Context: an optimization exercise on an open-source flow, tuned for small area, a short achievable clock period and few clock cycles. The choices shown serve that exercise and are no tape-out recipe.
Function was checked by simulation only, so behaviour that the tests miss may differ from the original.
Power is estimated from default activity; no workload was simulated.

`flow/config.mk`:
```
export PLATFORM = sky130hd
export DESIGN_NAME = nbc_stream_enc
export DESIGN_NICKNAME = nbc_stream_enc
export VERILOG_FILES = /design/flow/design.v
export SDC_FILE = /design/flow/constraint.sdc
export NUM_CORES = 4
export LEC_CHECK = 0
export ABC_CLOCK_PERIOD_IN_PS = 3300
export CAP_MARGIN = 20
export CORE_MARGIN = 2
export CORE_UTILIZATION = 40
export SETUP_SLACK_MARGIN = 4.7
export SLEW_MARGIN = 20
```
`flow/constraint.sdc`:
```
create_clock -name core_clock -period 8.0 [get_ports {clk}]
set_input_delay 1.6000 -clock core_clock [delete_from_list [all_inputs] [get_ports {clk}]]
set_output_delay 1.6000 -clock core_clock [all_outputs]
set_load 0.01 [all_outputs]
```
`flow/design.v`:
```
module nbc_stream_enc (
    input  wire        clk,
    input  wire        rst,
    input  wire        cmd_valid,
    output wire        cmd_ready,
    input  wire [31:0] cmd_count,
    input  wire [1:0]  cmd_mode,
    input  wire [63:0] cmd_acc,
    input  wire        in_valid,
    output wire        in_ready,
    input  wire [63:0] in_data,
    output wire        out_valid,
    input  wire        out_ready,
    output wire [63:0] out_data,
    output wire [3:0]  out_nbytes,
    output wire        out_last
);
    localparam MODE_DELTA = 2'd1;
    localparam MODE_XOR   = 2'd2;
    integer j, i;
    reg        active;       
    reg [31:0] rem;          
    reg [2:0]  gpos;         
    reg        i_v, i_c, i_x, i_e, i_l;
    reg [2:0]  i_pos;
    reg [63:0] i_d;
    reg [1:0]  mode;
    reg [63:0] acc;          
    reg        gopen;        
    reg [15:0] nz_acc;
    reg [6:0]  m_acc;
    reg        pend_full;
    reg [4:0]  pend_n;
    reg [7:0]  pend_m;
    reg        pend_last;    
    reg [63:0] sd [0:7];
    reg [7:0]  tv, tc, tx;
    reg [71:0] nb;           
    reg [4:0]  ncnt;         
    reg        nfin;         
    reg [4:0]  blk_n;        
    reg [6:0]  bm;           
    reg        blk_last;     
    reg        q0v, q1v, q0l, q1l;
    reg [63:0] q0d, q1d;
    reg [3:0]  q0n, q1n;
    assign out_valid  = q0v;
    assign out_data   = q0d;
    assign out_last   = q0l;
    assign out_nbytes = q0n;
    wire v0 = tv[0];
    wire c0 = tc[0];
    wire f0 = ~c0 & tx[0];
    wire head_noop = ~v0 | (~c0 & ~tx[0] & bm[0]);
    wire pk_ok     = ~q1v & ~ncnt[4] & ~nfin;
    wire head_go   = head_noop | pk_ok;
    wire blocked = i_v & ~i_c & i_e & pend_full & ~(v0 & f0);
    wire step    = head_go & (i_v | ~gopen);
    wire mv      = step & i_v & ~blocked;
    wire pk      = step & ~head_noop;
    wire s8_free = ~i_v | mv;
    assign cmd_ready = ~active & s8_free;
    assign in_ready  = active & s8_free;
    wire cmd_fire = cmd_valid & cmd_ready;
    wire in_fire  = in_valid & in_ready;
    wire last_v   = (rem == 32'd1);
    reg [63:0] t_val;
    always @(*) begin
        if (i_c)
            t_val = i_d;
        else case (mode)
            MODE_DELTA: t_val = i_d - acc;
            MODE_XOR:   t_val = i_d ^ acc;
            default:    t_val = i_d;
        endcase
    end
    reg [15:0] nzt;
    always @(*)
        for (i = 0; i < 16; i = i + 1)
            nzt[i] = |t_val[4*i +: 4];
    wire zt = ~|nzt;
    wire [15:0] nz_new = (i_x ? 16'd0 : nz_acc) | nzt;
    reg  [4:0]  n_new;
    always @(*) begin
        n_new = 5'd0;
        for (i = 0; i < 16; i = i + 1)
            if (nz_new[i]) n_new = i + 1;
    end
    reg  [7:0]  m_full;
    always @(*)
        for (j = 0; j < 8; j = j + 1)
            m_full[j] = (j < i_pos) ? m_acc[j] : ((j == i_pos) ? zt : 1'b1);
    wire [4:0] n_use = f0 ? pend_n : blk_n;
    wire       z0    = f0 ? pend_m[0] : bm[0];
    wire       more  = f0 ? ~&pend_m[7:1] : ~&bm[6:1];
    wire [5:0] len   = c0 ? 6'd8 : ({1'b0, f0, 2'b00} + {1'b0, (z0 ? 5'd0 : n_use)});
    wire [3:0] q     = ncnt[3:0];
    wire [5:0] tot0  = {2'b00, q} + len;
    wire       pad   = ~c0 & ~more & tot0[0];
    wire [5:0] tot   = tot0 + {5'd0, pad};
    wire       fin_set = c0 ? tx[0] : ((f0 ? pend_last : blk_last) & ~more);
    wire [79:0]  app   = f0 ? {sd[0], pend_m, 3'b000, pend_n} : {16'd0, sd[0]};
    wire [135:0] comb  = ((c0 ? 136'd0 : {64'd0, nb}) | ({56'd0, app} << {q, 2'b00}));
    wire         tot_hi = tot[5] | tot[4];
    wire         tot_le16 = ~tot[5] & (~tot[4] | (tot[3:0] == 4'd0));
    wire drain = ~pk & (ncnt[4] | nfin) & ~q1v;
    wire pk_w  = pk & (tot_hi | fin_set);
    wire push  = pk_w | drain;
    wire [63:0] w_d  = pk ? comb[63:0] : nb[63:0];
    wire        w_l  = pk ? (fin_set & tot_le16) : (nfin & ~ncnt[4] | nfin & (ncnt == 5'd16));
    wire [3:0]  w_n  = pk ? tot[4:1] : ncnt[4:1];
    wire pop = q0v & out_ready;
    always @(posedge clk) begin
        if (cmd_fire) begin
            rem  <= cmd_count;
            gpos <= 3'd0;
            mode <= cmd_mode;
        end else if (in_fire) begin
            rem  <= rem - 32'd1;
            gpos <= ((gpos == 3'd7) | last_v) ? 3'd0 : gpos + 3'd1;
        end
        if (cmd_fire | in_fire) begin
            i_d   <= cmd_fire ? {32'd0, cmd_count} : in_data;
            i_c   <= cmd_fire;
            i_x   <= cmd_fire ? (cmd_count == 32'd0) : (gpos == 3'd0);
            i_e   <= (gpos == 3'd7) | last_v;
            i_l   <= last_v;
            i_pos <= gpos;
        end
        if (cmd_fire)
            acc <= cmd_acc;
        else if (mv & ~i_c)
            acc <= i_d;
        if (mv & ~i_c) begin
            if (i_e) begin
                pend_n    <= n_new;
                pend_m    <= m_full;
                pend_last <= i_l;
            end else begin
                nz_acc       <= nz_new;
                m_acc[i_pos] <= zt;
            end
        end
        if (step) begin
            for (j = 0; j < 7; j = j + 1)
                sd[j] <= sd[j+1];
            sd[7] <= t_val;
            tc <= {i_c, tc[7:1]};
            tx <= {i_x, tx[7:1]};
        end
        if (step & v0 & ~c0) begin
            if (f0) begin
                bm       <= pend_m[7:1];
                blk_n    <= pend_n;
                blk_last <= pend_last;
            end else begin
                bm <= {1'b1, bm[6:1]};
            end
        end
        if (pk)
            nb <= pk_w ? comb[135:64] : comb[71:0];
        else if (drain)
            nb <= {64'd0, nb[71:64]};
        if (push & (~q0v | (pop & ~q1v))) begin
            q0d <= w_d; q0l <= w_l; q0n <= w_n;
        end else if (pop & q1v) begin
            q0d <= q1d; q0l <= q1l; q0n <= q1n;
        end
        if (push & q0v & ~pop) begin
            q1d <= w_d; q1l <= w_l; q1n <= w_n;
        end
        if (rst) begin
            active    <= 1'b0;
            i_v       <= 1'b0;
            gopen     <= 1'b0;
            pend_full <= 1'b0;
            tv        <= 8'd0;
            ncnt      <= 5'd0;
            nfin      <= 1'b0;
            q0v       <= 1'b0;
            q1v       <= 1'b0;
        end else begin
            if (cmd_fire)
                active <= (cmd_count != 32'd0);
            else if (in_fire & last_v)
                active <= 1'b0;
            i_v <= cmd_fire | in_fire | (i_v & ~mv);
            if (mv & ~i_c)
                gopen <= ~i_e;
            if (mv & ~i_c & i_e)
                pend_full <= 1'b1;
            else if (step & v0 & f0)
                pend_full <= 1'b0;
            if (step)
                tv <= {mv, tv[7:1]};
            if (pk) begin
                if (pk_w) begin
                    ncnt <= (fin_set & tot_le16) ? 5'd0 : tot[4:0] - 5'd16;
                    nfin <= fin_set & ~tot_le16;
                end else begin
                    ncnt <= tot[4:0];
                    nfin <= 1'b0;
                end
            end else if (drain) begin
                if (w_l) begin
                    ncnt <= 5'd0;
                    nfin <= 1'b0;
                end else
                    ncnt <= ncnt - 5'd16;
            end
            if (~q0v)
                q0v <= push;
            else if (pop & ~q1v)
                q0v <= push;
            if (push & q0v & ~pop)
                q1v <= 1'b1;
            else if (pop)
                q1v <= 1'b0;
        end
    end
endmodule
```
`flow/run.sh`:
```
#!/bin/bash
# synth_recipe.tcl (not shown) runs the flow's synth.tcl, then flattens the netlist and writes it again
# the make line also repeats each setting of config.mk as NAME=value (left out here)
make -C /OpenROAD-flow-scripts/flow DESIGN_CONFIG=/design/flow/config.mk WORK_HOME=/design/flow/orfs CLKGATE_MAP_FILE= SYNTH_SCRIPT=/design/flow/synth_recipe.tcl finish
```
==> flow_metrics.py, run 1 <==
metrics = {
    "place": {
        "io_buffers": 238,
        "placed_cells": 5559,
        "gp_congestion": 0.948,
        "post-dp-hpwl_mm": 88.6,
        "place_area_um2": 51000,
        "pre_cts_ws_ns": 2.20,
    },
    "sta": {
        "period_minus_slack_ns": 4.32,
        "worst_slew_pin_slew_ns": 1.30,
        "worst_slack_ns": 3.68,
        "rsz0062_at_grt": "yes",
        "whs_ns": 0.392,
        "max_slew_margin": 0.121,
        "fmax_ghz": 0.232,
        "finalHoldViolCount": 0,
        "fin_skew_ns": 0.0407,
        "slew_viol_final": 0,
        "fin_tns_setup_ns": 0,
        "setup_viol": 0,
        "fin_crit_sh": 0.540,
    },
    "grt": {
        "track_usage": 0.218,
        "grt_overflow_total": 0,
        "grt_pass1_vias": 32357,
        "grt_pass1_wl_mm": 201,
        "grt_max_degree": 96,
        "antenna_found_initial": 1,
    },
    "synthesis": {
        "synth_ff_type": "edfxtp_1",
        "yosysUniqueCellTypes": 99,
        "synthCells": 3974,
        "async_flop_share": 0,
        "synth_edf_count": 957,
        "syn_nets": 4227,
        "syn_avg_cell_area_um2": 11.8,
        "yosys_warnings": 3,
        "ys_ff_latch": 980,
        "syn_area_um2": 47000,
        "yosysSeqAreaShare": 0.621,
    },
    "routing": {
        "antenna_left": 0,
        "firstDrtPassIters": 6,
        "drc": 0,
        "wire_per_inst_um": 23.1,
        "vias_per_cell": 5.61,
        "num_vias": 33728,
        "dr.first_iter.drc_count": 2940,
        "wl_mm": 139,
    },
    "floorplanning": {
        "coreArea_um2": 116000,
        "die_y_um": 347,
        "num_rows": 125,
        "pin_count": 239,
        "die_area_um2": 120000,
        "start_util": 0.404,
        "dieWidth_um": 347,
    },
    "critical_path": {
        "worstSetupEndpointType": "register",
        "r2r_slack_ns": 3.68,
        "cp-start-kind": "register",
        "worstSetupPathType": "register to register",
        "cp_max_fo": 5,
        "required_ns": 8.42,
        "cp.arrival_ns": 4.74,
    },
    "status": {
        "status": "complete, no violations",
    },
    "clock_network": {
        "cts_made_buffers": 102,
        "insertion_delay_ns": 0.69,
        "clock_tree.root_cell": "clkbuf_16",
        "tritoncts": "built",
        "clock-sinks": 980,
        "htreeDepth": 3,
        "clockBufferDepth": 3,
        "clkTransAtPathRegs_ns": 0.06,
    },
    "job": {
        "maxCapViolCount": 0,
    },
    "cells_and_area": {
        "syn_to_final_growth_pct": 28.0,
        "final_cell_count_no_fill": 6017,
        "fin_util": 0.517,
        "final_cell_area_um2": 60200,
        "n_antenna_cell": 0,
        "nNetsFinal": 4661,
        "drive_above_1_share": 0.212,
    },
    "pwr": {
        "p_leak_nw": 22.6,
        "ir_worst_vdd_mv": 0.195,
        "power_mw": 18.3,
        "power_density_nw_per_um2": 303,
    },
    "worst_hold_path": {
        "hold_class": "register to register",
    },
}
flip-flops by register name (all words and copies together) (netlist names), 7 cells and up:
register and flops:
sd 512, acc 64, nb 72, tv 8, nz_acc 16, i_d 64, tc 8, m_acc 7
q1d 64, rem 32, tx 8, pend_m 8, bm 7, q0d 64
path summary, 6_finish.rpt:
kind | from | to | cells past startpoint
hold / removal | sd[6][39]$_DFFE_PP_ | sd[5][39]$_DFFE_PP_ | 0
hold reg to reg | sd[6][39]$_DFFE_PP_ | sd[5][39]$_DFFE_PP_ | 0
setup reg to reg | tc[0]$_DFFE_PP_ | q0d[37]$_DFFE_PP_ | 21
setup / recovery | tc[0]$_DFFE_PP_ | q0d[37]$_DFFE_PP_ | 21
worst max-delay path: stages, from the launching register on:
cell and delay (ns):
edfxtp_1 0.43, buf_12 0.15, nand2b_4 0.17, buf_8 0.15, a21oi_4 0.15, and2_4 0.16
ha_4 0.13, ha_4 0.18, or2_4 0.23, ha_4 0.22, nor2b_4 0.12, o211a_1 0.22
xor2_1 0.20, o22ai_2 0.13, xnor2_4 0.20, nor3_4 0.19, o22ai_4 0.10, buf_12 0.16
nand2_8 0.10, buf_12 0.16, clkbuf_16 0.16, mux2_2 0.32
cell usage in the layout, fill, tap and decap left out, types with 24 or more instances in the layout:
| cell | n |
|---|---|
| a21oi_1 | 158 |
| inv_1 | 126 |
| a21oi_2 | 42 |
| nand3_1 | 54 |
| and2_1 | 59 |
| ha_4 | 45 |
| mux2i_1 | 220 |
| o21ai_0 | 144 |
| clkbuf_16 | 114 |
| nand2_1 | 632 |
| edfxtp_1 | 957 |
| o21ai_2 | 24 |
| buf_6 | 50 |
| mux2_2 | 57 |
| buf_4 | 183 |
| mux2_4 | 34 |
| nor2_1 | 262 |
| ha_1 | 25 |
| o21ai_1 | 41 |
| nor3_1 | 66 |
| nand2b_1 | 24 |
| nand4_1 | 45 |
| clkdlybuf4s50_1 | 234 |
cell type report:
cell class | instances | area [um2]
clock buffers | 123 | 2640
clock inverters | 66 | 788
fillers | 10048 | 56200
inverters | 140 | 623
multi-input cells | 2644 | 19200
flip-flops and latches | 980 | 29200
well taps | 1524 | 1910
repair buffers | 535 | 5830
repair inverters | 5 | 56.3
synth_stat cells, types with 19 or more instances:
library cell / count / area share
a211oi_1: 36 / 0.0057
a21boi_0: 19 / 0.0030
a21o_1: 22 / 0.0035
a21oi_1: 207 / 0.022
a221oi_1: 31 / 0.0058
a31oi_1: 30 / 0.0040
and2_1: 62 / 0.0082
buf_1: 27 / 0.0022
buf_2: 27 / 0.0029
clkbuf_1: 156 / 0.012
dfxtp_1: 23 / 0.0098
edfxtp_1: 957 / 0.61
ha_1: 84 / 0.022
inv_1: 135 / 0.011
mux2_2: 87 / 0.021
mux2i_1: 236 / 0.050
nand2_1: 648 / 0.052
nand2b_1: 27 / 0.0036
nand3_1: 63 / 0.0067
nand4_1: 45 / 0.0060
nor2_1: 283 / 0.023
nor3_1: 79 / 0.0084
nor4_1: 29 / 0.0039
o21a_1: 21 / 0.0034
o21ai_0: 194 / 0.021
o21ai_1: 23 / 0.0024
or3_1: 27 / 0.0036
xnor2_1: 25 / 0.0047
routing by layer:
| metal | vias to the layer above | track usage | routed length, um |
|---|---|---|---|
| met4 | 2 | 0.101 | 7290 |
| li1 | 15729 | - | - |
| met3 | 331 | 0.0325 | 7920 |
| met1 | 16397 | 0.282 | 56700 |
| met5 | - | 0 | 13 |
| met2 | 1269 | 0.361 | 66800 |
kinds of logic after synthesis:
kind of cell,count (synthesis),share of synthesized area
flip-flops,980,0.621
buffers and inverters,364,0.0315
multiplexers,331,0.0730
adder cells (fa/ha/maj),86,0.0232
AO/OA/AOI/OAI,812,0.113
AND/OR/NAND/NOR,1359,0.131
XOR/XNOR,42,0.00782
timing repair:
action,in CTS,in global routing
buffers inserted,139,77
gates cloned,31,21
resized for setup,482,214
hold buffers,0,0
pin swaps,130,118
endpoints found under the setup margin,1051,592
power by group:
part           internal [mW]  switching [mW]  leakage, nW
registers               7.24           0.546         9.80
logic                   2.19            3.46         11.1
clock network           2.80            2.02         1.65
total                   12.2            6.02         22.6
Testbench counts, summed over its fixed seeds: cycles 15,210.
==> run 2, diff against run 1 <==
--- a/flow/config.mk
+++ b/flow/config.mk
@@ -7,3 +7,3 @@
 export LEC_CHECK = 0
-export ABC_CLOCK_PERIOD_IN_PS = 3300
+export ABC_CLOCK_PERIOD_IN_PS = 4000
 export CAP_MARGIN = 20
@@ -11,3 +11,3 @@
 export CORE_UTILIZATION = 40
-export SETUP_SLACK_MARGIN = 4.7
+export SETUP_SLACK_MARGIN = 4.0
 export SLEW_MARGIN = 20
==> flow_metrics.py, run 2 <==
metrics = {
    "place": {
        "io_buffers": 238,
        "pre_cts_ws_ns": 2.09,
        "gp_congestion": 0.942,
        "post-dp-hpwl_mm": 91.7,
        "place_area_um2": 51100,
    },
    "critical_path": {
        "crit_chain": "buf_6 -> nand2b_4 -> clkinv_8 -> and2_4 -> a21oi_2 -> and2_4 -> ha_4 -> ha_4 -> or2_4 -> ha_4 -> nor2b_4 -> o211a_1 -> xor2_1 -> o22ai_2 -> xnor2_2 -> nor3_4 -> o22ai_4 -> buf_6 -> buf_6 -> and3_4 -> buf_12 -> buf_12 -> buf_16",
        "crit_family": "simple AND/OR/NAND/NOR gates",
        "worstSetupEndpointType": "register",
        "worstSetupPathType": "register to register",
        "cp_num_buf_inv": 7,
        "cp_slowest_cell": "edfxtp_1",
        "slowest_delay_ns": 0.41,
        "cp.arrival_ns": 4.69,
        "cp_max_fo": 8,
        "cp-start-kind": "register",
        "required_ns": 8.41,
    },
    "pwr": {
        "p_int_mw": 12.1,
        "p_seq_frac": 0.429,
        "switching_share": 0.335,
        "comb_power_share": 0.304,
        "p_sw_mw": 6.07,
        "pwr-share-clk": 0.267,
        "power_mw": 18.1,
        "power_density_nw_per_um2": 305,
        "p_leak_nw": 22.5,
        "ir_worst_vdd_mv": 0.199,
    },
    "grt": {
        "grt_pass1_vias": 32070,
        "antenna_found_initial": 0,
        "grt_max_degree": 171,
        "track_usage": 0.218,
        "grt_pass1_wl_mm": 201,
        "grt_overflow_total": 0,
    },
    "status": {
        "status": "complete, no violations",
    },
    "cells_and_area": {
        "drive_above_1_share": 0.187,
        "top_regs": "sd: 512 flops, nb: 72 flops",
        "n_antenna_cell": 0,
        "final_cell_mix": "edfxtp_1, nand2_1, nor2_1",
        "area.sequential_um2": 29200,
        "multiInputGateArea_um2": 18900,
        "nNetsFinal": 4605,
        "largest_reg_flops": 512,
        "syn_to_final_growth_pct": 26.2,
        "n_fill_cell": 10124,
        "final_cell_area_um2": 59400,
        "largest_register": "sd",
        "final_common_cell": "edfxtp_1",
    },
    "routing": {
        "firstDrtPassIters": 6,
        "drc": 0,
        "antenna_left": 0,
        "dr.first_iter.drc_count": 2875,
        "wire_per_inst_um": 23.3,
        "num_vias": 33272,
        "vias_per_cell": 5.58,
        "wl_mm": 139,
    },
    "sta": {
        "worst_slew_pin_slew_ns": 1.19,
        "fin_tns_setup_ns": 0,
        "fin_crit_sh": 0.536,
        "worst_slack_ns": 3.71,
        "max_slew_margin": 0.202,
        "slew_viol_final": 0,
        "setup_viol": 0,
        "period_minus_slack_ns": 4.29,
        "fin_skew_ns": 0.0566,
        "finalHoldViolCount": 0,
        "rsz0062_at_grt": "yes",
        "fmax_ghz": 0.233,
    },
    "synthesis": {
        "yosys_warnings": 3,
        "synth_edf_count": 957,
        "synthTopCellsByArea": "edfxtp_1, nand2_1, mux2i_1",
        "yosysMostFrequentCell": "edfxtp_1",
        "syn_area_um2": 47000,
        "syn_avg_cell_area_um2": 11.8,
        "async_flop_share": 0,
        "synth_ff_type": "edfxtp_1",
        "yosysSeqAreaShare": 0.621,
        "yosysTopAreaCell": "edfxtp_1",
        "syn_nets": 4227,
        "synthTopCellsByCount": "edfxtp_1, nand2_1, nor2_1",
        "synthCells": 3974,
        "synth_top_area_frac": 0.611,
        "ys_ff_latch": 980,
        "yosysUniqueCellTypes": 99,
    },
    "clock_network": {
        "htreeDepth": 3,
        "clkTransAtPathRegs_ns": 0.06,
        "clockBufferDepth": 3,
        "clock_tree.root_cell": "clkbuf_16",
        "clock-sinks": 980,
        "insertion_delay_ns": 0.72,
        "cts_made_buffers": 103,
        "postCtsHoldBufs": 0,
        "tritoncts": "built",
    },
    "worst_hold_path": {
        "hold_class": "register to register",
    },
    "floorplanning": {
        "num_rows": 125,
        "start_util": 0.404,
        "coreArea_um2": 116000,
        "dieWidth_um": 347,
        "pin_count": 239,
        "die_area_um2": 120000,
        "die_y_um": 347,
    },
    "job": {
        "maxCapViolCount": 0,
    },
}
==> run 2: cell counts after synthesis <==
No cell type changed its count.
==> run 2: kinds of logic (layout without fill, tap and decap cells) <==
group | after synthesis | in the layout | synth area share
buf+inv | 364 | 815 | 0.0315
flops | 980 | 980 | 0.621
simple gates | 1359 | 1373 | 0.131
compound gates | 812 | 812 | 0.113
xor+xnor | 42 | 42 | 0.00782
mux | 331 | 331 | 0.0730
fa+ha+maj | 86 | 86 | 0.0232
==> run 2: worst register-to-register path, stage by stage, from the launching register on <==
cell      delay, ns
edfxtp_1       0.41
buf_6          0.15
nand2b_4       0.11
clkinv_8       0.08
and2_4         0.16
a21oi_2        0.11
and2_4         0.16
ha_4           0.13
ha_4           0.19
or2_4          0.23
ha_4           0.30
nor2b_4        0.14
o211a_1        0.15
xor2_1         0.18
o22ai_2        0.10
xnor2_2        0.23
nor3_4         0.08
o22ai_4        0.24
buf_6          0.17
buf_6          0.09
and3_4         0.19
buf_12         0.18
buf_12         0.15
buf_16         0.12
==> run 2: layout make-up <==
type,instances,share of cell area
Clock inverter,66,0.0128
Multi-Input combinational cell,2644,0.318
Sequential cell,980,0.492
Timing Repair Buffer,483,0.0897
Inverter,140,0.00997
Clock buffer,126,0.0454
Tap cell,1524,0.0321
==> run 2: stage by stage <==
step                      utilization  std cells  hold slack, ns
after global routing            0.510       5963           0.401
final                           0.510       5963           0.403
after global placement          0.439       5559           0.400
after detailed placement        0.439       5559           0.405
after CTS                       0.489       5868           0.401
after floorplan                     -       3974           0.400
==> run 2: path summary, 6_finish.rpt <==
path	startpoint	slack [ns]	endpoint	cells past startpoint
worst max register to register	tx[0]$_DFFE_PP_	3.71	q1d[40]$_DFFE_PP_	23
worst min-delay path	sd[3][16]$_DFFE_PP_	0.40	sd[2][16]$_DFFE_PP_	0
worst max-delay path	tx[0]$_DFFE_PP_	3.71	q1d[40]$_DFFE_PP_	23
worst min register to register	sd[3][16]$_DFFE_PP_	0.40	sd[2][16]$_DFFE_PP_	0
==> run 2: metal layers <==
metal	track usage	share of wire	vias to the layer above
li1	-	-	15600
met1	0.283	0.41	16201
met2	0.368	0.48	1154
met3	0.0303	0.054	317
met4	0.0852	0.048	0
met5	0	0	-
==> run 2: power by group through the flow <==
stage / Clock, mW / Sequential (mW) / Combinational [mW]
after global routing: 5.15 / 7.91 / 5.86
after CTS: 4.94 / 7.79 / 4.74
after floorplan: 0 / 7.62 / 3.02
after global placement: 0 / 7.85 / 4.24
final: 4.84 / 7.78 / 5.51
after detailed placement: 0 / 7.90 / 4.23
==> run 2: what timing repair did <==
item,in CTS,in global routing
setup endpoints to repair,831,466
pin swaps,54,84
setup buffers,93,68
cloned,24,26
gates resized for setup,253,293

separate check: timing with driven ports:
Ports are ideal in the flow. The routed layouts listed here were re-timed in OpenROAD. Step 1 sets driving cells, clkbuf_16 on the clock port and buf_2 on the other inputs (assumed; they add their load-dependent delay and slew). Step 2 also shifts input and output timing later by t, the mid clock arrival at the registers, as if the neighbouring blocks saw the same clock. Slacks: no drivers / after step 1 / after step 2; pairs: no drivers / after step 1.
| run | t (ns) | setup WS [ns] | worst data-port slew with drivers (ns) | cell pins on the clock port's net |
|---|---|---|---|---|
| run 1 | 0.746 | 3.680 / 3.680 / 3.680 | 0.06 | 1 |
| run 2 | 0.758 | 3.713 / 3.713 / 3.602 | 0.07 | 1 |
After both steps every run listed still meets setup and hold. The setup slack of run 2, which loses most, moves by 0.000 ns with the drivers and by -0.111 ns with both steps.
